Context: an optimization exercise on an open-source flow, tuned for a short achievable clock period and few clock cycles. The choices shown serve that exercise and are no tape-out recipe. Only simulation tests tie the RTL to the original design; equivalence was not proved. Power is estimated from default activity; no workload was simulated.

==> run.sh <==
#!/bin/bash
# synth_recipe.tcl (not shown) runs the flow's synth.tcl, then flattens the netlist and writes it again
# the make line also repeats each setting of config.mk as NAME=value (left out here)
make -C /OpenROAD-flow-scripts/flow DESIGN_CONFIG=/design/flow/config.mk WORK_HOME=/design/flow/orfs CLKGATE_MAP_FILE= SYNTH_SCRIPT=/design/flow/synth_recipe.tcl finish
==> config.mk <==
export PLATFORM = sky130hd
export DESIGN_NAME = huf_decoder
export DESIGN_NICKNAME = huf_decoder
export VERILOG_FILES = /design/flow/design.v
export SDC_FILE = /design/flow/constraint.sdc
export NUM_CORES = 4
export LEC_CHECK = 0
export CAP_MARGIN = 20
export CORE_MARGIN = 2
export CORE_UTILIZATION = 40
export PLACE_DENSITY = 0.6
export SLEW_MARGIN = 20
==> constraint.sdc <==
create_clock -name core_clock -period 11.0 [get_ports {clk}]
set_input_delay 2.2000 -clock core_clock [delete_from_list [all_inputs] [get_ports {clk}]]
set_output_delay 2.2000 -clock core_clock [all_outputs]
set_load 0.01 [all_outputs]
==> design.v <==
module huf_decoder (
    input  wire        clk,
    input  wire        rst,
    input  wire        start,
    input  wire [31:0] nbits,
    output wire        busy,
    input  wire        len_valid,
    input  wire [7:0]  len_data,
    output wire        len_ready,
    input  wire        bs_valid,
    input  wire [7:0]  bs_data,
    output wire        bs_ready,
    output reg         sym_valid,
    output reg  [7:0]  sym_data,
    input  wire        sym_ready,
    output reg         done,
    output reg  [3:0]  cause,
    output reg  [31:0] errinfo,
    output reg  [31:0] res0,
    output reg  [31:0] res1
);
    localparam [3:0] C_OK        = 4'd0,
                     C_INVALID   = 4'd2,
                     C_OVERFLOW  = 4'd3,
                     C_TRUNCATED = 4'd4;
    localparam integer FDEPTH = 4;     
    localparam integer QCRED  = 6;     
    integer i;
    genvar  g, h;
    reg        busy_r;
    reg        start_q;        
    reg [31:0] nbits_q;
    reg        nbits_nz;
    reg        len_ready_r;
    reg        bs_ready_r;
    reg [7:0]  len_taken;
    reg        fin_r;          
    reg        run_r;          
    assign busy      = busy_r;
    assign len_ready = len_ready_r;
    assign bs_ready  = bs_ready_r;
    wire take_start = start & ~busy_r;
    wire len_take   = len_valid & len_ready_r;
    wire bs_take    = bs_valid & bs_ready_r;
    reg [7:0]  lreg;
    reg        lv;
    reg [7:0]  sidx;
    reg        ovf;
    reg [7:0]  ovf_sym;
    reg        chk;            
    wire [40:0] lim   [0:32];
    reg [7:0]  cnt_le [1:32];
    reg [7:0]  pB;
    reg [7:0]  symB;
    reg        insB;
    reg [7:0]  order  [0:255];
    wire [5:0]  La     = lreg[5:0];
    wire        la_ok  = lv && (lreg != 8'd0) && (lreg <= 8'd32);
    wire        la_ovf = lv && (lreg > 8'd32);
    reg [32:1] mA;             
    reg [32:1] eA;             
    reg [7:0]  sA;
    reg        okA;
    reg        lastA;
    reg  [7:0]  p_sel;
    always @(*) begin
        p_sel = 8'd0;
        for (i = 1; i <= 32; i = i + 1)
            if (eA[i]) p_sel = p_sel | cnt_le[i];
    end
    always @(posedge clk) begin
        lreg <= len_data;
        if (rst) begin
            lv    <= 1'b0;
            okA   <= 1'b0;
            lastA <= 1'b0;
            insB  <= 1'b0;
            chk   <= 1'b0;
        end else begin
            lv    <= len_take;
            okA   <= la_ok && !start_q;
            lastA <= lv && (sidx == 8'd255) && !start_q;
            insB  <= okA && !start_q;
            chk   <= lastA && !start_q;
        end
        for (i = 1; i <= 32; i = i + 1) begin
            mA[i] <= (i[5:0] >= La);
            eA[i] <= (i[5:0] == La);
        end
        sA   <= sidx;
        pB   <= p_sel;
        symB <= sA;
        if (start_q) begin
            sidx    <= 8'd0;
            ovf     <= 1'b0;
            ovf_sym <= 8'd0;
        end else if (lv) begin
            sidx <= sidx + 8'd1;
            if (la_ovf && !ovf) begin
                ovf     <= 1'b1;
                ovf_sym <= sidx;
            end
        end
        if (start_q) begin
            for (i = 1; i <= 32; i = i + 1)
                cnt_le[i] <= 8'd0;
        end else if (okA) begin
            for (i = 1; i <= 32; i = i + 1)
                if (mA[i])
                    cnt_le[i] <= cnt_le[i] + 8'd1;
        end
    end
    assign lim[0] = 41'd0;
    generate
        for (g = 1; g <= 32; g = g + 1) begin : g_lim
            localparam integer LW = (g == 32) ? 41 : g + 1;
            reg  [LW-1:0] v;
            wire [LW-1:0] inc;
            for (h = 0; h < LW; h = h + 1) begin : g_inc
                if (h < g) begin : g_b
                    assign inc[h] = eA[g-h];
                end else begin : g_z
                    assign inc[h] = 1'b0;
                end
            end
            always @(posedge clk) begin
                if (start_q)
                    v <= {LW{1'b0}};
                else if (okA && mA[g])
                    v <= v + inc;
            end
            assign lim[g] = v;
        end
    endgenerate
    always @(posedge clk) begin
        if (insB) begin
            for (i = 1; i <= 255; i = i + 1)
                if (i[7:0] > pB) order[i] <= order[i-1];
            for (i = 0; i <= 255; i = i + 1)
                if (i[7:0] == pB) order[i] <= symB;
        end
    end
    wire kbad   = (lim[32][40:33] != 8'd0) || (lim[32][32] && (lim[32][31:0] != 32'd0));
    wire chk_go = chk && !ovf && !kbad && nbits_nz;
    reg [29:0] bytes_left;
    reg [7:0]  bsreg;
    reg        bsv;
    reg        blast;
    reg [31:0] asm_w;
    reg [1:0]  asm_c;
    reg [31:0] fifo [0:FDEPTH-1];
    reg [1:0]  f_wp, f_rp;
    reg [4:0]  f_cnt;
    wire bl_ge2 = (bytes_left[29:1] != 29'd0);
    wire bl_eq1 = (bytes_left == 30'd1);
    wire stream_end = (bytes_left == 30'd0) && !bsv && (asm_c == 2'd0);
    wire [31:0] asm_full = asm_w | ({bsreg, 24'd0} >> {asm_c, 3'b000});
    wire        f_push   = bsv && (asm_c == 2'd3 || blast);
    reg [95:0] A;
    reg [6:0]  n;              
    reg [3:0]  credits_used;   
    reg        cred_ok;        
    reg        n_ge32;         
    reg        n_le64;         
    wire        f_nempty = (f_cnt != 5'd0);
    reg         se_r;          
    wire        app      = busy_r && !start_q && n_le64 && (f_nempty || se_r);
    wire [31:0] word     = f_nempty ? fifo[f_rp] : 32'd0;
    wire [95:0] A_pre    = A | (app ? ({word, 64'd0} >> n) : 96'd0);
    wire        fire     = (run_r || chk_go) && !fin_r && n_ge32 && cred_ok;
    wire [31:0] W = A[95:64];
    wire [32:0] lt;
    assign lt[0] = 1'b0;
    generate
        for (g = 1; g <= 32; g = g + 1) begin : g_cmp
            assign lt[g] = ({1'b0, W[31:32-g]} < lim[g][g:0]);
        end
    endgenerate
    wire [32:1] oh = lt[32:1] & ~lt[31:0];
    wire        nomatch = ~lt[32];
    reg [5:0] Lbin;
    always @(*) begin
        Lbin = 6'd0;
        for (i = 1; i <= 32; i = i + 1)
            if (oh[i]) Lbin = Lbin | i[5:0];
    end
    reg [7:0] wsl;             
    always @(*) begin
        wsl = 8'd0;
        for (i = 1; i <= 32; i = i + 1)
            if (oh[i]) wsl = wsl | ((({8'd0, W}) >> (32 - i)) & 40'hff);
    end
    wire [32:1] ohf = oh & {32{fire}};
    reg  [95:0] A_nx;
    always @(*) begin
        for (i = 0; i <= 95; i = i + 1) begin
            A_nx[i] = !fire & A_pre[i];
        end
        for (i = 1; i <= 32; i = i + 1)
            A_nx = A_nx | ({96{ohf[i]}} & (A_pre << i));
    end
    reg  [6:0] n_nx;
    reg        ge32_nx, le64_nx;
    reg  [6:0] nc, nca, ncb;
    always @(*) begin
        nc      = app ? n + 7'd32 : n;
        n_nx    = fire ? 7'd0 : nc;
        ge32_nx = fire ? 1'b0 : (nc >= 7'd32);
        le64_nx = fire ? 1'b0 : (nc <= 7'd64);
        for (i = 1; i <= 32; i = i + 1) begin
            nca     = n + 7'd32 - i[6:0];
            ncb     = n - i[6:0];
            nc      = app ? nca : ncb;
            n_nx    = n_nx | ({7{ohf[i]}} & nc);
            ge32_nx = ge32_nx | (ohf[i] & (app ? (nca >= 7'd32) : (ncb >= 7'd32)));
            le64_nx = le64_nx | (ohf[i] & (app ? (nca <= 7'd64) : (ncb <= 7'd64)));
        end
    end
    reg        dv;
    reg [32:1] doh;
    reg [5:0]  dL;
    reg [7:0]  dwsl;
    reg        dnm;
    reg [31:0] rem;            
    wire e_act   = dv && !fin_r;
    wire e_short = (rem[31:6] == 26'd0) && (dL > rem[5:0]);
    wire e_trunc = dnm || e_short;
    wire e_last  = (rem[31:6] == 26'd0) && (dL == rem[5:0]);
    wire e_sym   = e_act && !e_trunc;
    reg [7:0] e_cnt, e_fc;
    always @(*) begin
        e_cnt = 8'd0;
        e_fc  = 8'd0;
        for (i = 2; i <= 32; i = i + 1)
            if (doh[i]) begin
                e_cnt = e_cnt | cnt_le[i-1];
                e_fc  = e_fc | {lim[i-1][6:0], 1'b0};
            end
    end
    reg       eq_v;
    reg       rs_trunc, rs_last;
    reg [7:0] eq_idx;
    wire [7:0] f_sym = order[eq_idx];
    reg  [7:0] oq [0:7];
    reg  [2:0] oq_wp, oq_rp;
    reg  [3:0] oq_cnt;
    wire pop      = sym_valid && sym_ready;
    wire out_free = !sym_valid || sym_ready;
    wire oq_pop   = out_free && (oq_cnt != 4'd0);
    wire oq_push  = eq_v && !(out_free && oq_cnt == 4'd0);
    wire done_nx  = fin_r && !eq_v && (oq_cnt == 4'd0) && out_free;
    wire e_drop   = dv && !e_sym;
    wire [3:0] cred_nx = credits_used + {3'd0, fire} - {3'd0, e_drop} - {3'd0, pop};
    always @(posedge clk) begin
        nbits_q <= busy_r ? nbits_q : nbits;
        bsreg   <= bs_data;
        if (rst) begin
            busy_r      <= 1'b0;
            start_q     <= 1'b0;
            len_ready_r <= 1'b0;
            bs_ready_r  <= 1'b0;
            fin_r       <= 1'b0;
            run_r       <= 1'b0;
            done        <= 1'b0;
            bsv         <= 1'b0;
            dv          <= 1'b0;
            eq_v        <= 1'b0;
            sym_valid   <= 1'b0;
            oq_cnt      <= 4'd0;
            oq_wp       <= 3'd0;
            oq_rp       <= 3'd0;
            credits_used <= 4'd0;
            cred_ok      <= 1'b1;
        end else begin
            start_q <= take_start;
            done    <= done_nx;
            if (take_start)
                busy_r <= 1'b1;
            else if (done_nx)
                busy_r <= 1'b0;
            if (take_start) begin
                len_ready_r <= 1'b1;
                len_taken   <= 8'd0;
            end else if (len_take) begin
                len_taken <= len_taken + 8'd1;
                if (len_taken == 8'd255)
                    len_ready_r <= 1'b0;
            end
            bsv   <= bs_take;
            blast <= bl_eq1;
            if (start_q) begin
                bytes_left <= ({1'b0, nbits_q} + 33'd7) >> 3;
                bs_ready_r <= (nbits_q != 32'd0);
            end else begin
                if (bs_take)
                    bytes_left <= bytes_left - 30'd1;
                bs_ready_r <= busy_r && !fin_r && !done_nx && (f_cnt <= 5'd1) &&
                              (bl_ge2 || (bl_eq1 && !bs_take));
            end
            if (start_q) begin
                fin_r <= 1'b0;
                run_r <= 1'b0;
            end else if (done_nx) begin
                fin_r <= 1'b0;
                run_r <= 1'b0;
            end else if (chk) begin
                if (ovf || kbad || !nbits_nz)
                    fin_r <= 1'b1;
                else
                    run_r <= 1'b1;
            end else if (e_act && (e_trunc || e_last)) begin
                fin_r <= 1'b1;
                run_r <= 1'b0;
            end
            dv   <= fire;
            eq_v <= e_sym;
            if (start_q)
                credits_used <= 4'd0;
            else
                credits_used <= cred_nx;
            cred_ok <= start_q || (cred_nx < QCRED);
            if (out_free) begin
                if (oq_cnt != 4'd0)
                    sym_valid <= 1'b1;
                else
                    sym_valid <= eq_v;
            end
            if (oq_push) oq_wp <= oq_wp + 3'd1;
            if (oq_pop)  oq_rp <= oq_rp + 3'd1;
            oq_cnt <= oq_cnt + {3'd0, oq_push} - {3'd0, oq_pop};
        end
        nbits_nz <= (nbits_q != 32'd0);
        if (out_free) begin
            if (oq_cnt != 4'd0)
                sym_data <= oq[oq_rp];
            else if (eq_v)
                sym_data <= f_sym;
        end
        if (oq_push)
            oq[oq_wp] <= f_sym;
        if (start_q) begin
            asm_w <= 32'd0;
            asm_c <= 2'd0;
            f_wp  <= 2'd0;
            f_rp  <= 2'd0;
            f_cnt <= 5'd0;
        end else begin
            if (bsv) begin
                if (f_push) begin
                    asm_w <= 32'd0;
                    asm_c <= 2'd0;
                end else begin
                    asm_w <= asm_full;
                    asm_c <= asm_c + 2'd1;
                end
            end
            if (f_push) begin
                fifo[f_wp] <= asm_full;
                f_wp <= f_wp + 2'd1;
            end
            if (app && f_nempty)
                f_rp <= f_rp + 2'd1;
            f_cnt <= f_cnt + {4'd0, f_push} - {4'd0, app && f_nempty};
        end
        if (start_q) begin
            A      <= 96'd0;
            se_r   <= 1'b0;
            n      <= 7'd0;
            n_ge32 <= 1'b0;
            n_le64 <= 1'b1;
        end else begin
            A      <= A_nx;
            se_r   <= stream_end;
            n      <= n_nx;
            n_ge32 <= ge32_nx;
            n_le64 <= le64_nx;
        end
        doh <= oh;
        dL  <= Lbin;
        dwsl <= wsl;
        dnm <= nomatch;
        eq_idx <= e_cnt - e_fc + dwsl;
        if (start_q) begin
            rem  <= nbits_q;
            res1 <= 32'd0;
            res0 <= 32'd0;
        end else if (e_sym) begin
            rem  <= rem - {26'd0, dL};
            res1 <= res1 + {26'd0, dL};
            res0 <= res0 + 32'd1;
        end
        rs_trunc <= e_act && e_trunc;
        rs_last  <= e_act && !e_trunc && e_last;
        if (chk) begin
            if (ovf) begin
                cause   <= C_OVERFLOW;
                errinfo <= {24'd0, ovf_sym};
            end else if (kbad) begin
                cause   <= C_INVALID;
                errinfo <= 32'd8;
            end else begin
                cause   <= C_OK;
                errinfo <= 32'd0;
            end
        end else if (rs_trunc) begin
            cause   <= C_TRUNCATED;
            errinfo <= res1;
        end else if (rs_last) begin
            cause   <= C_OK;
            errinfo <= 32'd0;
        end
    end
endmodule
==> results of run 1 <==
## worst max path at each step
stage               depth (start not counted)       from     endpoint  slack, ns
floorplan                                  17      dL[3]      cred_ok       6.53
global placement                           14  eq_idx[4]  sym_data[4]       3.99
detailed placement                         14       flop        A[85]       4.84
CTS                                        13      A[95]        A[36]       4.80
## cells by family after synthesis
| family | after synthesis | synth area share |
|---|---|---|
| buffers and inverters | 2357 | 0.03938 |
| DFF | 3637 | 0.4272 |
| muxes | 2179 | 0.1092 |
| and+or+nand+nor | 6236 | 0.1296 |
| AOI/OAI and AO/OA | 6426 | 0.1977 |
| other | 1 | 0.00001657 |
| xor gates and xnor gates | 781 | 0.03022 |
| adders and majority gates | 1181 | 0.06671 |
## Yosys cell counts (all sizes together) (128+ instances only)
library cell,number
a21o,315
xnor2,444
nand4,450
a22oi,700
nor4,211
a31oi,168
a211oi,209
nand3,422
and3,161
nor2,1773
nand2b,128
inv,825
dfxtp,1251
a221oi,553
o22ai,747
mux2,2058
a21oi,1442
nand2,1859
o21ai,624
clkbuf,1405
o221ai,181
xor2,337
edfxtp,2386
or3,199
a22o,439
nor3,398
ha,1138
and2,159
nor2b,160
## power groups by stage
stage          Combinational [mW]  Sequential (mW)  Clock [mW]
2_1_floorplan                7.49             15.5           0
3_3_place_gp                 16.6             15.9           0
3_5_place_dp                 16.7             15.9           0
4_1_cts                      16.8             15.6        15.3
## metrics by stage
stage            util  hold WS [ns]  power, mW
3_5_place_dp   0.4326        0.3154      32.61
2_1_floorplan       -        0.3096      22.98
3_3_place_gp   0.4318        0.3107      32.50
4_1_cts        0.4586        0.3273      47.75
## per-layer routing
metal | GRT usage | GRT overflow
met4 | 0.6658 | 5
met3 | 0.5588 | 2
met1 | 0.7274 | 0
met5 | 0.3289 | 0
met2 | 0.8530 | 5
==> impl_metrics.ini, run 1 <==
[outcome]
status = aborted with a tool error
stop_stage = 5_1_grt
tool.error = [ERROR GRT-0116] Global routing finished with congestion. Check the congestion regions in the DRC Viewer.

[global_route]
grt_max_degree = 164
grt_pass1_wl_um = 2699000
grt_pass1_vias = 247000
grt_overflow = 12
gr-usage-all-layers = 0.7070

[yosys]
synth_warnings = 3
synth_top_area_frac = 0.3165
synth_largest_area_cell = edfxtp_1
synth_fp_nets = 24030
synth_seq_area_share = 0.4272
synth_cell_types = 100
synth.avg_cell_area_um2 = 9.929
synth_area_um2 = 226400
syn_inst = 22800
ys_seq_elements = 3637
synth_edf_count = 2386
synthArstFlopShare = 0
yosys_most_used_dff = edfxtp_1
synthTopCellsByArea = edfxtp_1 32%, dfxtp_1 11%, mux2_2 10%

[place]
hpwl_um = 1415000
place_ws_ns = 4.842
placed_area_um2 = 244100
port_buffers = 165
place.gp.congestion = 1.367
dpl.cell_count = 30150

[cts]
ctsHtreeMaxLevel = 5
cts_hold_buf = 0
cts.repair.resized = 0
ctsLongestPathBuffers = 4
cts_made_buffers = 432
clock-sinks = 3637
cts-root-buf = clkbuf_16
post_cts_buffers = 0

[floorplanning]
initial_core_util = 0.4012
fp.dieH_um = 756.3
row_count = 276
ios = 167
die_w_um = 756.3
Testbench counts, summed over its fixed seeds: cycles 33,903.
==> inputs of run 2 (changes only) <==
--- a/design.v
+++ b/design.v
@@ -24,7 +24,7 @@
                      C_OVERFLOW  = 4'd3,
                      C_TRUNCATED = 4'd4;
     localparam integer FDEPTH = 4;     
-    localparam integer QCRED  = 6;     
+    localparam integer QCRED  = 7;     
     integer i;
     genvar  g, h;
     reg        busy_r;
@@ -49,6 +49,7 @@
     reg [7:0]  ovf_sym;
     reg        chk;            
     wire [40:0] lim   [0:32];
+    wire        kbad;          
     reg [7:0]  cnt_le [1:32];
     reg [7:0]  pB;
     reg [7:0]  symB;
@@ -62,6 +63,8 @@
     reg [7:0]  sA;
     reg        okA;
     reg        lastA;
+    reg [5:0]  lA;             
+    reg [5:0]  lmax;           
     reg  [7:0]  p_sel;
     always @(*) begin
         p_sel = 8'd0;
@@ -88,6 +91,7 @@
             eA[i] <= (i[5:0] == La);
         end
         sA   <= sidx;
+        lA   <= La;
         pB   <= p_sel;
         symB <= sA;
         if (start_q) begin
@@ -102,9 +106,12 @@
             end
         end
         if (start_q) begin
+            lmax <= 6'd0;
             for (i = 1; i <= 32; i = i + 1)
                 cnt_le[i] <= 8'd0;
         end else if (okA) begin
+            if (lA > lmax)
+                lmax <= lA;
             for (i = 1; i <= 32; i = i + 1)
                 if (mA[i])
                     cnt_le[i] <= cnt_le[i] + 8'd1;
@@ -130,6 +137,17 @@
                     v <= v + inc;
             end
             assign lim[g] = v;
+            if (g == 32) begin : g_kraft
+                wire [LW-1:0] vn = v + inc;
+                reg           bad;
+                always @(posedge clk) begin
+                    if (start_q)
+                        bad <= 1'b0;
+                    else if (okA)
+                        bad <= (vn[40:33] != 8'd0) || (vn[32] && (vn[31:0] != 32'd0));
+                end
+                assign kbad = bad;
+            end
         end
     endgenerate
     always @(posedge clk) begin
@@ -140,7 +158,6 @@
                 if (i[7:0] == pB) order[i] <= symB;
         end
     end
-    wire kbad   = (lim[32][40:33] != 8'd0) || (lim[32][32] && (lim[32][31:0] != 32'd0));
     wire chk_go = chk && !ovf && !kbad && nbits_nz;
     reg [29:0] bytes_left;
     reg [7:0]  bsreg;
@@ -156,19 +173,20 @@
     wire stream_end = (bytes_left == 30'd0) && !bsv && (asm_c == 2'd0);
     wire [31:0] asm_full = asm_w | ({bsreg, 24'd0} >> {asm_c, 3'b000});
     wire        f_push   = bsv && (asm_c == 2'd3 || blast);
-    reg [95:0] A;
+    reg [63:0] A;
     reg [6:0]  n;              
     reg [3:0]  credits_used;   
     reg        cred_ok;        
-    reg        n_ge32;         
-    reg        n_le64;         
+    reg        n_ge;           
+    reg        n_le32;         
+    wire [6:0]  thr      = run_r ? {1'b0, lmax} : 7'd32;
     wire        f_nempty = (f_cnt != 5'd0);
     reg         se_r;          
-    wire        app      = busy_r && !start_q && n_le64 && (f_nempty || se_r);
+    wire        app      = busy_r && !start_q && n_le32 && (f_nempty || se_r);
     wire [31:0] word     = f_nempty ? fifo[f_rp] : 32'd0;
-    wire [95:0] A_pre    = A | (app ? ({word, 64'd0} >> n) : 96'd0);
-    wire        fire     = (run_r || chk_go) && !fin_r && n_ge32 && cred_ok;
-    wire [31:0] W = A[95:64];
+    wire [63:0] A_pre    = A | (app ? ({word, 32'd0} >> n) : 64'd0);
+    wire        fire     = (run_r || chk_go) && !fin_r && n_ge && cred_ok;
+    wire [31:0] W = A[63:32];
     wire [32:0] lt;
     assign lt[0] = 1'b0;
     generate
@@ -191,29 +209,29 @@
             if (oh[i]) wsl = wsl | ((({8'd0, W}) >> (32 - i)) & 40'hff);
     end
     wire [32:1] ohf = oh & {32{fire}};
-    reg  [95:0] A_nx;
+    reg  [63:0] A_nx;
     always @(*) begin
-        for (i = 0; i <= 95; i = i + 1) begin
+        for (i = 0; i <= 63; i = i + 1) begin
             A_nx[i] = !fire & A_pre[i];
         end
         for (i = 1; i <= 32; i = i + 1)
-            A_nx = A_nx | ({96{ohf[i]}} & (A_pre << i));
+            A_nx = A_nx | ({64{ohf[i]}} & (A_pre << i));
     end
     reg  [6:0] n_nx;
-    reg        ge32_nx, le64_nx;
+    reg        ge_nx, le32_nx;
     reg  [6:0] nc, nca, ncb;
     always @(*) begin
         nc      = app ? n + 7'd32 : n;
         n_nx    = fire ? 7'd0 : nc;
-        ge32_nx = fire ? 1'b0 : (nc >= 7'd32);
-        le64_nx = fire ? 1'b0 : (nc <= 7'd64);
+        ge_nx   = fire ? 1'b0 : (nc >= thr);
+        le32_nx = fire ? 1'b0 : (nc <= 7'd32);
         for (i = 1; i <= 32; i = i + 1) begin
             nca     = n + 7'd32 - i[6:0];
             ncb     = n - i[6:0];
             nc      = app ? nca : ncb;
             n_nx    = n_nx | ({7{ohf[i]}} & nc);
-            ge32_nx = ge32_nx | (ohf[i] & (app ? (nca >= 7'd32) : (ncb >= 7'd32)));
-            le64_nx = le64_nx | (ohf[i] & (app ? (nca <= 7'd64) : (ncb <= 7'd64)));
+            ge_nx   = ge_nx | (ohf[i] & (app ? (nca >= thr) : (ncb >= thr)));
+            le32_nx = le32_nx | (ohf[i] & (app ? (nca <= 7'd32) : (ncb <= 7'd32)));
         end
     end
     reg        dv;
@@ -240,17 +258,32 @@
     reg       eq_v;
     reg       rs_trunc, rs_last;
     reg [7:0] eq_idx;
-    wire [7:0] f_sym = order[eq_idx];
+    reg [7:0] f1 [0:15];
+    reg [3:0] f1_hi;
+    reg       fv;
+    always @(posedge clk) begin
+        for (i = 0; i < 16; i = i + 1)
+            f1[i] <= order[{i[3:0], eq_idx[3:0]}];
+        f1_hi <= eq_idx[7:4];
+    end
+    wire [7:0] f_sym = f1[f1_hi];
     reg  [7:0] oq [0:7];
     reg  [2:0] oq_wp, oq_rp;
     reg  [3:0] oq_cnt;
     wire pop      = sym_valid && sym_ready;
     wire out_free = !sym_valid || sym_ready;
-    wire oq_pop   = out_free && (oq_cnt != 4'd0);
-    wire oq_push  = eq_v && !(out_free && oq_cnt == 4'd0);
-    wire done_nx  = fin_r && !eq_v && (oq_cnt == 4'd0) && out_free;
+    wire oq_ne    = (oq_cnt != 4'd0);
+    wire [3:0] oq_cnt_f = oq_ne ? oq_cnt + {3'd0, fv} - 4'd1 : 4'd0;
+    wire [3:0] oq_cnt_h = oq_cnt + {3'd0, fv};
+    wire [2:0] oq_wp_f  = oq_wp + {2'd0, fv && oq_ne};
+    wire [2:0] oq_wp_h  = oq_wp + {2'd0, fv};
+    wire [2:0] oq_rp_f  = oq_rp + {2'd0, oq_ne};
+    wire done_nx  = fin_r && !eq_v && !fv && (oq_cnt == 4'd0) && out_free;
     wire e_drop   = dv && !e_sym;
-    wire [3:0] cred_nx = credits_used + {3'd0, fire} - {3'd0, e_drop} - {3'd0, pop};
+    wire [3:0] cred_0  = credits_used + {3'd0, fire} - {3'd0, e_drop};
+    wire [3:0] cred_1  = cred_0 - 4'd1;
+    wire [3:0] cred_nx = pop ? cred_1 : cred_0;
+    wire       cred_ok_nx = pop ? (cred_1 < QCRED) : (cred_0 < QCRED);
     always @(posedge clk) begin
         nbits_q <= busy_r ? nbits_q : nbits;
         bsreg   <= bs_data;
@@ -265,6 +298,7 @@
             bsv         <= 1'b0;
             dv          <= 1'b0;
             eq_v        <= 1'b0;
+            fv          <= 1'b0;
             sym_valid   <= 1'b0;
             oq_cnt      <= 4'd0;
             oq_wp       <= 3'd0;
@@ -314,29 +348,26 @@
             end
             dv   <= fire;
             eq_v <= e_sym;
+            fv   <= eq_v;
             if (start_q)
                 credits_used <= 4'd0;
             else
                 credits_used <= cred_nx;
-            cred_ok <= start_q || (cred_nx < QCRED);
+            cred_ok <= start_q || cred_ok_nx;
             if (out_free) begin
-                if (oq_cnt != 4'd0)
-                    sym_valid <= 1'b1;
-                else
-                    sym_valid <= eq_v;
+                sym_valid <= oq_ne || fv;
+                oq_cnt    <= oq_cnt_f;
+                oq_wp     <= oq_wp_f;
+                oq_rp     <= oq_rp_f;
+            end else begin
+                oq_cnt    <= oq_cnt_h;
+                oq_wp     <= oq_wp_h;
             end
-            if (oq_push) oq_wp <= oq_wp + 3'd1;
-            if (oq_pop)  oq_rp <= oq_rp + 3'd1;
-            oq_cnt <= oq_cnt + {3'd0, oq_push} - {3'd0, oq_pop};
         end
         nbits_nz <= (nbits_q != 32'd0);
-        if (out_free) begin
-            if (oq_cnt != 4'd0)
-                sym_data <= oq[oq_rp];
-            else if (eq_v)
-                sym_data <= f_sym;
-        end
-        if (oq_push)
+        if (out_free)
+            sym_data <= oq_ne ? oq[oq_rp] : f_sym;
+        if (fv)
             oq[oq_wp] <= f_sym;
         if (start_q) begin
             asm_w <= 32'd0;
@@ -363,17 +394,17 @@
             f_cnt <= f_cnt + {4'd0, f_push} - {4'd0, app && f_nempty};
         end
         if (start_q) begin
-            A      <= 96'd0;
+            A      <= 64'd0;
             se_r   <= 1'b0;
             n      <= 7'd0;
-            n_ge32 <= 1'b0;
-            n_le64 <= 1'b1;
+            n_ge   <= 1'b0;
+            n_le32 <= 1'b1;
         end else begin
             A      <= A_nx;
             se_r   <= stream_end;
             n      <= n_nx;
-            n_ge32 <= ge32_nx;
-            n_le64 <= le64_nx;
+            n_ge   <= ge_nx;
+            n_le32 <= le32_nx;
         end
         doh <= oh;
         dL  <= Lbin;
==> flow/run.sh (new file) <==
#!/bin/bash
# The standard layout (standard.sh: ORFS from the standard synthesis to
# the routed layout, at the design's clock period and constraints), with
# ORFS's timing repair asked to leave 7 ns of setup slack, so that it keeps
# shortening the critical paths well below the 11 ns constraint.
# The whole output of the run goes to standard.log; ORFS's per-step logs are
# under orfs/logs/.
set -euo pipefail
export SETUP_SLACK_MARGIN=7
bash standard.sh > standard.log 2>&1
==> standard.sh (new file) <==
#!/bin/bash
# synth_recipe.tcl (not shown) runs the flow's synth.tcl, then flattens the netlist and writes it again
# the make line also repeats each setting of config.mk as NAME=value (left out here)
make -C /OpenROAD-flow-scripts/flow DESIGN_CONFIG=/design/flow/config.mk WORK_HOME=/design/flow/orfs CLKGATE_MAP_FILE= SYNTH_SCRIPT=/design/flow/synth_recipe.tcl "${@:-finish}"
--- a/config.mk
+++ b/config.mk
@@ -7,6 +7,8 @@
 export LEC_CHECK = 0
 export CAP_MARGIN = 20
 export CORE_MARGIN = 2
-export CORE_UTILIZATION = 40
-export PLACE_DENSITY = 0.6
+export CORE_UTILIZATION = 30
+export GPL_ROUTABILITY_DRIVEN = 1
+export PLACE_DENSITY = 0.42
 export SLEW_MARGIN = 20
+export TNS_END_PERCENT = 20
removed: run.sh
==> run 2 against run 1 <==
The run again fails in 5_1_grt. Synthesized cell count shrank 2.3%. Synthesized area shrank 0.40%.
==> impl_metrics.ini, run 2 <==
[yosys]
synth.avg_cell_area_um2 = 10.13
synthAdderAreaFrac = 0.07468
synth_compound_area_frac = 0.1828
synthArstFlopShare = 0
synth_most_common_cell = edfxtp_1
ys_seq_elements = 3751
syn_inst = 22270
synth_area_um2 = 225500
synth_xor_area_frac = 0.03038
synthTopCellsByArea = edfxtp_1 32%, dfxtp_1 12%, mux2_2 10%
synth_largest_area_cell = edfxtp_1
synth_top_area_frac = 0.3178
synth_seq_area_share = 0.4390
synth_fp_nets = 23640
synth_commonest_cells = 2386 x edfxtp_1, 2072 x mux2_2, 1730 x nand2_1
synthSimpleGateAreaFrac = 0.1209
muxShareOfSynthArea = 0.1121
synth_top_family_by_area = compound AO/OA/AOI/OAI gates
synth_cell_types = 106
synth_edf_count = 2386
yosys_most_used_dff = edfxtp_1
synth_warnings = 4

[floorplanning]
ios = 167
die_w_um = 870.9
row_count = 318
fp.dieH_um = 870.9
initial_core_util = 0.3009

[outcome]
stop_stage = 5_1_grt
tool.error = [ERROR GRT-0232] Routing congestion too high. Check the congestion heatmap in the GUI.
status = aborted with a tool error

[global_route]
grt_overflow = 5
gr-usage-all-layers = 0.3032
grt_max_degree = 162

[cts]
cts_hold_buf = 0
clock-sinks = 3751
ctsLongestPathBuffers = 4
cts-root-buf = clkbuf_16
ctsHtreeMaxLevel = 5
cts_made_buffers = 454

[place]
place.gp.congestion = 0.9812
hpwl_um = 805700
port_buffers = 165
placed_area_um2 = 240900
==> run 2: power groups by stage <==
stage,sequential [mW],clock [mW],combinational [mW]
2_1_floorplan,16.2,0,9.91
3_3_place_gp,16.8,0,19.4
3_5_place_dp,16.8,0,19.3
4_1_cts,16.4,16.2,23.0
==> run 2: metal layers <==
layer | global-route usage | GRT overflow
met4 | 0.1940 | 1
met1 | 0.3692 | 0
met2 | 0.4710 | 4
met5 | 0.02338 | 0
met3 | 0.08294 | 0
==> run 2: worst max-delay path by stage <==
stage	startpoint	end	slack [ns]	cells after the start
3_3_place_gp	A[46]	n[3]	4.82	14
4_1_cts	res0[14]	res0[14]	6.73	1
3_5_place_dp	A[46]	n[3]	4.82	14
2_1_floorplan	dL[3]	credits_used[2]	6.90	17
==> run 2: what timing repair did <==
action                                   CTS
gates cloned                              46
buffers inserted                         375
hold endpoints to repair                   0
pin swaps                                193
endpoints found under the setup margin   897
resized for setup                       1224
==> run 2: cells by family after synthesis <==
logic type      Yosys count
xor+xnor                782
buf+inv                2388
other cells               1
flops                  3751
mux                    2223
simple gates           5776
compound gates         6025
fa+ha+maj              1321
==> run 2: metrics by stage <==
stage | util | setup slack [ns] | std cells | hold WS [ns]
2_1_floorplan | - | 6.896 | 22270 | 0.3096
3_3_place_gp | 0.3212 | 4.820 | 31600 | 0.3116
3_5_place_dp | 0.3215 | 4.822 | 31610 | 0.3118
4_1_cts | 0.3548 | 6.731 | 32890 | 0.3229
Testbench counts of run 2, summed over its fixed seeds: cycles 33,952.
==> inputs of run 3 (changes only) <==
--- a/design.v
+++ b/design.v
@@ -179,23 +179,38 @@
     reg        cred_ok;        
     reg        n_ge;           
     reg        n_le32;         
-    wire [6:0]  thr      = run_r ? {1'b0, lmax} : 7'd32;
+    reg  [6:0]  thr;
+    always @(posedge clk)
+        thr <= run_r ? {1'b0, lmax} : 7'd32;
     wire        f_nempty = (f_cnt != 5'd0);
     reg         se_r;          
-    wire        app      = busy_r && !start_q && n_le32 && (f_nempty || se_r);
-    wire [31:0] word     = f_nempty ? fifo[f_rp] : 32'd0;
+    reg  [31:0] hw;
+    reg         hw_v;
+    wire        app      = busy_r && !start_q && n_le32 && (hw_v || (se_r && !f_nempty));
+    wire [31:0] word     = hw_v ? hw : 32'd0;
+    wire        hw_load  = (!hw_v || app) && f_nempty;
     wire [63:0] A_pre    = A | (app ? ({word, 32'd0} >> n) : 64'd0);
     wire        fire     = (run_r || chk_go) && !fin_r && n_ge && cred_ok;
     wire [31:0] W = A[63:32];
-    wire [32:0] lt;
+    reg         slow_r;
+    reg  [32:17] lts_r;
+    wire [32:0]  lt;
     assign lt[0] = 1'b0;
     generate
         for (g = 1; g <= 32; g = g + 1) begin : g_cmp
             assign lt[g] = ({1'b0, W[31:32-g]} < lim[g][g:0]);
         end
     endgenerate
-    wire [32:1] oh = lt[32:1] & ~lt[31:0];
-    wire        nomatch = ~lt[32];
+    wire        hit16 = lt[16];
+    wire [32:1] oh_fast = {16'd0, lt[16:1] & ~lt[15:0]};
+    wire [32:1] oh_slow = {lts_r[32:17] & ~{lts_r[31:17], 1'b0}, 16'd0};
+    wire        go_fast  = fire && !slow_r && hit16;
+    wire        go_enter = fire && !slow_r && !hit16;
+    wire        go_slow  = fire && slow_r;
+    wire        shift    = go_fast || go_slow;
+    wire [32:1] oh       = slow_r ? oh_slow : oh_fast;
+    wire        nomatch  = !lts_r[32];             
+    wire [32:1] ohf      = (oh_fast & {32{go_fast}}) | (oh_slow & {32{go_slow}});
     reg [5:0] Lbin;
     always @(*) begin
         Lbin = 6'd0;
@@ -208,11 +223,10 @@
         for (i = 1; i <= 32; i = i + 1)
             if (oh[i]) wsl = wsl | ((({8'd0, W}) >> (32 - i)) & 40'hff);
     end
-    wire [32:1] ohf = oh & {32{fire}};
     reg  [63:0] A_nx;
     always @(*) begin
         for (i = 0; i <= 63; i = i + 1) begin
-            A_nx[i] = !fire & A_pre[i];
+            A_nx[i] = !shift & A_pre[i];
         end
         for (i = 1; i <= 32; i = i + 1)
             A_nx = A_nx | ({64{ohf[i]}} & (A_pre << i));
@@ -222,9 +236,9 @@
     reg  [6:0] nc, nca, ncb;
     always @(*) begin
         nc      = app ? n + 7'd32 : n;
-        n_nx    = fire ? 7'd0 : nc;
-        ge_nx   = fire ? 1'b0 : (nc >= thr);
-        le32_nx = fire ? 1'b0 : (nc <= 7'd32);
+        n_nx    = shift ? 7'd0 : nc;
+        ge_nx   = shift ? 1'b0 : (nc >= thr);
+        le32_nx = shift ? 1'b0 : (nc <= 7'd32);
         for (i = 1; i <= 32; i = i + 1) begin
             nca     = n + 7'd32 - i[6:0];
             ncb     = n - i[6:0];
@@ -234,12 +248,23 @@
             le32_nx = le32_nx | (ohf[i] & (app ? (nca <= 7'd32) : (ncb <= 7'd32)));
         end
     end
+    always @(posedge clk) begin
+        lts_r <= lt[32:17];
+        if (rst || start_q)
+            slow_r <= 1'b0;
+        else if (go_enter)
+            slow_r <= 1'b1;
+        else if (go_slow || fin_r)
+            slow_r <= 1'b0;
+    end
     reg        dv;
     reg [32:1] doh;
     reg [5:0]  dL;
     reg [7:0]  dwsl;
     reg        dnm;
     reg [31:0] rem;            
+    reg [31:0] pos;            
+    reg [31:0] cnt;            
     wire e_act   = dv && !fin_r;
     wire e_short = (rem[31:6] == 26'd0) && (dL > rem[5:0]);
     wire e_trunc = dnm || e_short;
@@ -280,10 +305,13 @@
     wire [2:0] oq_rp_f  = oq_rp + {2'd0, oq_ne};
     wire done_nx  = fin_r && !eq_v && !fv && (oq_cnt == 4'd0) && out_free;
     wire e_drop   = dv && !e_sym;
-    wire [3:0] cred_0  = credits_used + {3'd0, fire} - {3'd0, e_drop};
-    wire [3:0] cred_1  = cred_0 - 4'd1;
-    wire [3:0] cred_nx = pop ? cred_1 : cred_0;
-    wire       cred_ok_nx = pop ? (cred_1 < QCRED) : (cred_0 < QCRED);
+    wire [3:0] cred_b  = credits_used - {3'd0, e_drop};
+    wire [3:0] cred_00 = cred_b;
+    wire [3:0] cred_01 = cred_b - 4'd1;
+    wire [3:0] cred_10 = cred_b + 4'd1;
+    wire [3:0] cred_nx = shift ? (pop ? cred_00 : cred_10) : (pop ? cred_01 : cred_00);
+    wire       cred_ok_nx = shift ? (pop ? (cred_00 < QCRED) : (cred_10 < QCRED))
+                                  : (pop ? (cred_01 < QCRED) : (cred_00 < QCRED));
     always @(posedge clk) begin
         nbits_q <= busy_r ? nbits_q : nbits;
         bsreg   <= bs_data;
@@ -346,7 +374,7 @@
                 fin_r <= 1'b1;
                 run_r <= 1'b0;
             end
-            dv   <= fire;
+            dv   <= shift;
             eq_v <= e_sym;
             fv   <= eq_v;
             if (start_q)
@@ -375,6 +403,7 @@
             f_wp  <= 2'd0;
             f_rp  <= 2'd0;
             f_cnt <= 5'd0;
+            hw_v  <= 1'b0;
         end else begin
             if (bsv) begin
                 if (f_push) begin
@@ -389,9 +418,14 @@
                 fifo[f_wp] <= asm_full;
                 f_wp <= f_wp + 2'd1;
             end
-            if (app && f_nempty)
+            if (hw_load) begin
+                hw   <= fifo[f_rp];
+                hw_v <= 1'b1;
                 f_rp <= f_rp + 2'd1;
-            f_cnt <= f_cnt + {4'd0, f_push} - {4'd0, app && f_nempty};
+            end else if (app) begin
+                hw_v <= 1'b0;
+            end
+            f_cnt <= f_cnt + {4'd0, f_push} - {4'd0, hw_load};
         end
         if (start_q) begin
             A      <= 64'd0;
@@ -409,16 +443,23 @@
         doh <= oh;
         dL  <= Lbin;
         dwsl <= wsl;
-        dnm <= nomatch;
+        dnm <= go_slow && nomatch;
         eq_idx <= e_cnt - e_fc + dwsl;
         if (start_q) begin
-            rem  <= nbits_q;
-            res1 <= 32'd0;
-            res0 <= 32'd0;
+            rem <= nbits_q;
+            pos <= 32'd0;
+            cnt <= 32'd0;
         end else if (e_sym) begin
-            rem  <= rem - {26'd0, dL};
-            res1 <= res1 + {26'd0, dL};
-            res0 <= res0 + 32'd1;
+            rem <= rem - {26'd0, dL};
+            pos <= pos + {26'd0, dL};
+            cnt <= cnt + 32'd1;
+        end
+        if (start_q) begin
+            res0 <= 32'd0;
+            res1 <= 32'd0;
+        end else if (rs_trunc || rs_last) begin
+            res0 <= cnt;
+            res1 <= pos;
         end
         rs_trunc <= e_act && e_trunc;
         rs_last  <= e_act && !e_trunc && e_last;
@@ -435,7 +476,7 @@
             end
         end else if (rs_trunc) begin
             cause   <= C_TRUNCATED;
-            errinfo <= res1;
+            errinfo <= pos;
         end else if (rs_last) begin
             cause   <= C_OK;
             errinfo <= 32'd0;
==> flow/run.sh (replaced) <==
#!/bin/bash
# The standard layout (standard.sh: ORFS from the standard synthesis to
# the routed layout, at the design's clock period and constraints), with
# ORFS's timing repair asked to leave 7.3 ns of setup slack, so that it keeps
# shortening the critical paths well below the 11 ns constraint.  The repair
# runs after clock tree synthesis; the second repair pass after global
# routing is skipped, because its incremental re-route can fail on small
# local congestion.
# The whole output of the run goes to standard.log; ORFS's per-step logs are
# under orfs/logs/.  Ports are buffered with buf_4 (the default picks a slow
# delay cell).
set -euo pipefail
export SETUP_SLACK_MARGIN=7.3
export BUFFER_PORTS_ARGS="-buffer_cell sky130_fd_sc_hd__buf_4"
export SKIP_INCREMENTAL_REPAIR=1
bash standard.sh > standard.log 2>&1
--- a/config.mk
+++ b/config.mk
@@ -6,9 +6,11 @@
 export NUM_CORES = 4
 export LEC_CHECK = 0
 export CAP_MARGIN = 20
+export CELL_PAD_IN_SITES_DETAIL_PLACEMENT = 1
+export CELL_PAD_IN_SITES_GLOBAL_PLACEMENT = 1
 export CORE_MARGIN = 2
-export CORE_UTILIZATION = 30
+export CORE_UTILIZATION = 25
 export GPL_ROUTABILITY_DRIVEN = 1
-export PLACE_DENSITY = 0.42
+export PLACE_DENSITY = 0.35
 export SLEW_MARGIN = 20
 export TNS_END_PERCENT = 20
==> run 3 against run 2 <==
The run now finishes clean. Synthesized area decreased by 0.19%. Synthesized cell count decreased by 2.1%.
==> impl_metrics.ini, run 3 <==
[cts]
cts_made_buffers = 541
clk_latency_ns = 1.13
clkTransAtPathRegs_ns = 0.06
clock-sinks = 3869
post_cts_buffers = 347
cts_tree = built
ctsLongestPathBuffers = 4
ctsHtreeMaxLevel = 6
cts_hold_buf = 0
cts.repair.resized = 994
cts-root-buf = clkbuf_16

[yosys]
synth_seq_area_share = 0.4518
synth_warnings = 4
synth_edf_count = 2418
synth_fp_nets = 23180
synth_most_common_cell = edfxtp_1
synthTopCellsByArea = edfxtp_1 32%, dfxtp_1 13%, mux2_2 10%
synth_top_area_frac = 0.3227
synth_area_um2 = 225000
syn_inst = 21810
yosys_most_used_dff = edfxtp_1
ys_seq_elements = 3869
synth.avg_cell_area_um2 = 10.32
synth_largest_area_cell = edfxtp_1
synth_commonest_cells = 2418 x edfxtp_1, 2081 x mux2_2, 1761 x nand2_1
synth_cell_types = 108
synthArstFlopShare = 0

[sta]
min_period_over_period = 0.3900
setup_viol = 0
fin_setup_tns_ns = 0
tightest_slew_ns = 1.296
finalClockSkew_ns = 0.07998
hold_viol = 0
period_needed_ns = 4.290
max_freq_mhz = 233.1
final_max_slew_viol_count = 0
slew_headroom = 0.1362

[layout]
finalInstanceArea_um2 = 269700
regMostFlops = order
fillCellCount = 98810
largest_reg_flops = 2048
reg_top3 = order: 2048 flops, g_lim.v: 568 flops, cnt_le: 256 flops
final_common_cell = edfxtp_1
final_nets = 23600
drive_gt1_frac = 0.2262
layout_common_cells = 2418 x edfxtp_1, 2076 x mux2_2, 1728 x nand2_1
fin_cells = 34760
area_growth_pct = 19.86

[setup_path]
ff2ff_setup_slack_ns = 6.71
path_class = reg2reg
worstPathArrival_ns = 5.23
cp-start-kind = flop
end_kind = flop
path_max_fanout = 37
reg2reg_from = n[3]
crit_required_ns = 11.94
worstSetupStartpoint = n[3]

[place]
hpwl_um = 920400
place.gp.congestion = 0.8960
placed_area_um2 = 243300
dpl.cell_count = 33190
port_buffers = 165

[floorplanning]
ios = 167
row_count = 348
initial_core_util = 0.2508
die_w_um = 952.7
die_area_um2 = 907700
core-area_um2 = 897400
fp.dieH_um = 952.7

[routing]
routed_wirelength_um = 1363000
viasPerCell = 5.617
wl_per_cell_um = 39.20
dr.pass1.iters = 8
drtIter0Drc = 18660
drc = 0
ant_nets = 0
routed-via-count = 195300

[pwr]
p_leak_nw = 96.33
peakVddDrop_mv = 0.1993
finalPower_mw = 50.68
power.density_nw_per_um2 = 187.9

[min_path]
hold_path.class = reg2reg
worst_hold_startpoint = sA[6]

[global_route]
grt_overflow = 0
grt_pass1_vias = 198100
grt_max_degree = 127
gr-usage-all-layers = 0.2878
grt_antenna_before_repair = 136
grt_pass1_wl_um = 1827000

[job]
cap_violations = 0

[outcome]
status = no timing/DRC/antenna violations
==> run 3: cell types whose count changed after synthesis, moves of 46 or more <==
cell	before	now
a211oi_1	221	160
nand3_1	488	402
mux2i_1	114	67
a22oi_1	1083	1017
a21o_1	310	440
nor4_1	134	83
dfxtp_1	1365	1451
o211ai_1	92	46
nor3_1	393	316
or3_1	183	135
mux4_2	33	80
nor2_1	1533	1367
a21oi_1	1515	1625
==> run 3: layout make-up <==
| class | count | area (um2) | area share |
|---|---|---|---|
| Timing Repair Buffer | 1366 | 13610 | 0.05046 |
| Clock buffer | 729 | 14850 | 0.05505 |
| Multi-Input combinational cell | 15570 | 118200 | 0.4384 |
| Sequential cell | 3869 | 101900 | 0.3780 |
| Antenna cell | 203 | 508.0 | 0.001883 |
| Inverter | 876 | 3329 | 0.01234 |
| Tap cell | 11900 | 14890 | 0.05520 |
| Clock inverter | 250 | 2356 | 0.008735 |
==> run 3: metrics by stage <==
step / hold WS (ns) / worst slack (ns) / utilization
CTS: 0.2968 / 6.807 / 0.3000
floorplan: 0.3096 / 6.759 / -
global route: 0.3083 / 6.550 / 0.3004
global placement: 0.3100 / 4.971 / 0.2709
finish: 0.2905 / 6.710 / 0.3006
detailed placement: 0.3132 / 4.932 / 0.2711
==> run 3: worst paths after layout <==
kind	endpoint	depth (start not counted)
setup / recovery	n_ge	13
hold / removal	symB[6]	0
setup reg to reg	n_ge	13
hold reg to reg	symB[6]	0
==> run 3: routing by layer <==
metal / GRT usage / up-vias / wire [um]
met2: 0.4775 / 7235 / 633900
li1: - / 83410 / -
met3: 0.04703 / 2442 / 75110
met4: 0.1249 / 29 / 71890
met1: 0.3697 / 102200 / 581800
met5: 0.0004692 / - / 207
==> run 3: cells by family (layout without fill, tap and decap cells) <==
kind of cell,after synthesis,after routing,share of synthesized area
AO/OA/AOI/OAI,5795,5801,0.1728
flip-flops,3869,3869,0.4518
multiplexers,2239,2239,0.1158
adder cells (fa/ha/maj),1319,1319,0.07467
XOR/XNOR,818,818,0.03184
other,1,204,0.00001666
buffers and inverters,2373,3221,0.04009
AND/OR/NAND/NOR,5392,5393,0.1130
==> run 3: power breakdown <==
group | internal [mW] | total [mW] | switching, mW
logic | 4.88 | 16.0 | 11.1
clock network | 10.1 | 17.8 | 7.68
registers | 16.0 | 16.9 | 0.901
total | 31.0 | 50.7 | 19.7
==> run 3: worst max-delay path, stage by stage, from the launching register on <==
cell and delay (ns):
dfxtp_4 0.36, buf_12 0.17, inv_8 0.29, buf_8 0.30, ha_4 0.33, ha_1 0.33, ha_1 0.31, a21oi_1 0.34
nor2b_1 0.09, nor4b_1 0.25, nor3_1 0.09, or4_1 0.59, nor4_4 0.42, a41oi_1 0.16
Testbench counts of run 3, summed over its fixed seeds: cycles 33,952.

## port drivers added, routing unchanged
The results above use ideal ports. As a check the final layout listed here was re-extracted and re-timed, cells and wires unchanged.
Step 1: set_driving_cell puts a clkbuf_16 on clk and a buf_2 on each other input, an assumption about the parent block.
Step 2 moves the port delays by t, midway between the first and last clock arrival at a register: inputs arrive t later, outputs are due t later. That takes back most of the time a late clock gives input paths.
Three values: no drivers, after step 1, after step 2; two values: the first two.
run: run 3
t (ns): 1.253
slack for setup (ns): 6.710 / 6.710 / 6.177
worst setup path at the end: input to register
After both steps run 3 still meets setup and hold. The setup slack of run 3 moves by 0.000 ns with the drivers and by -0.533 ns with both steps.
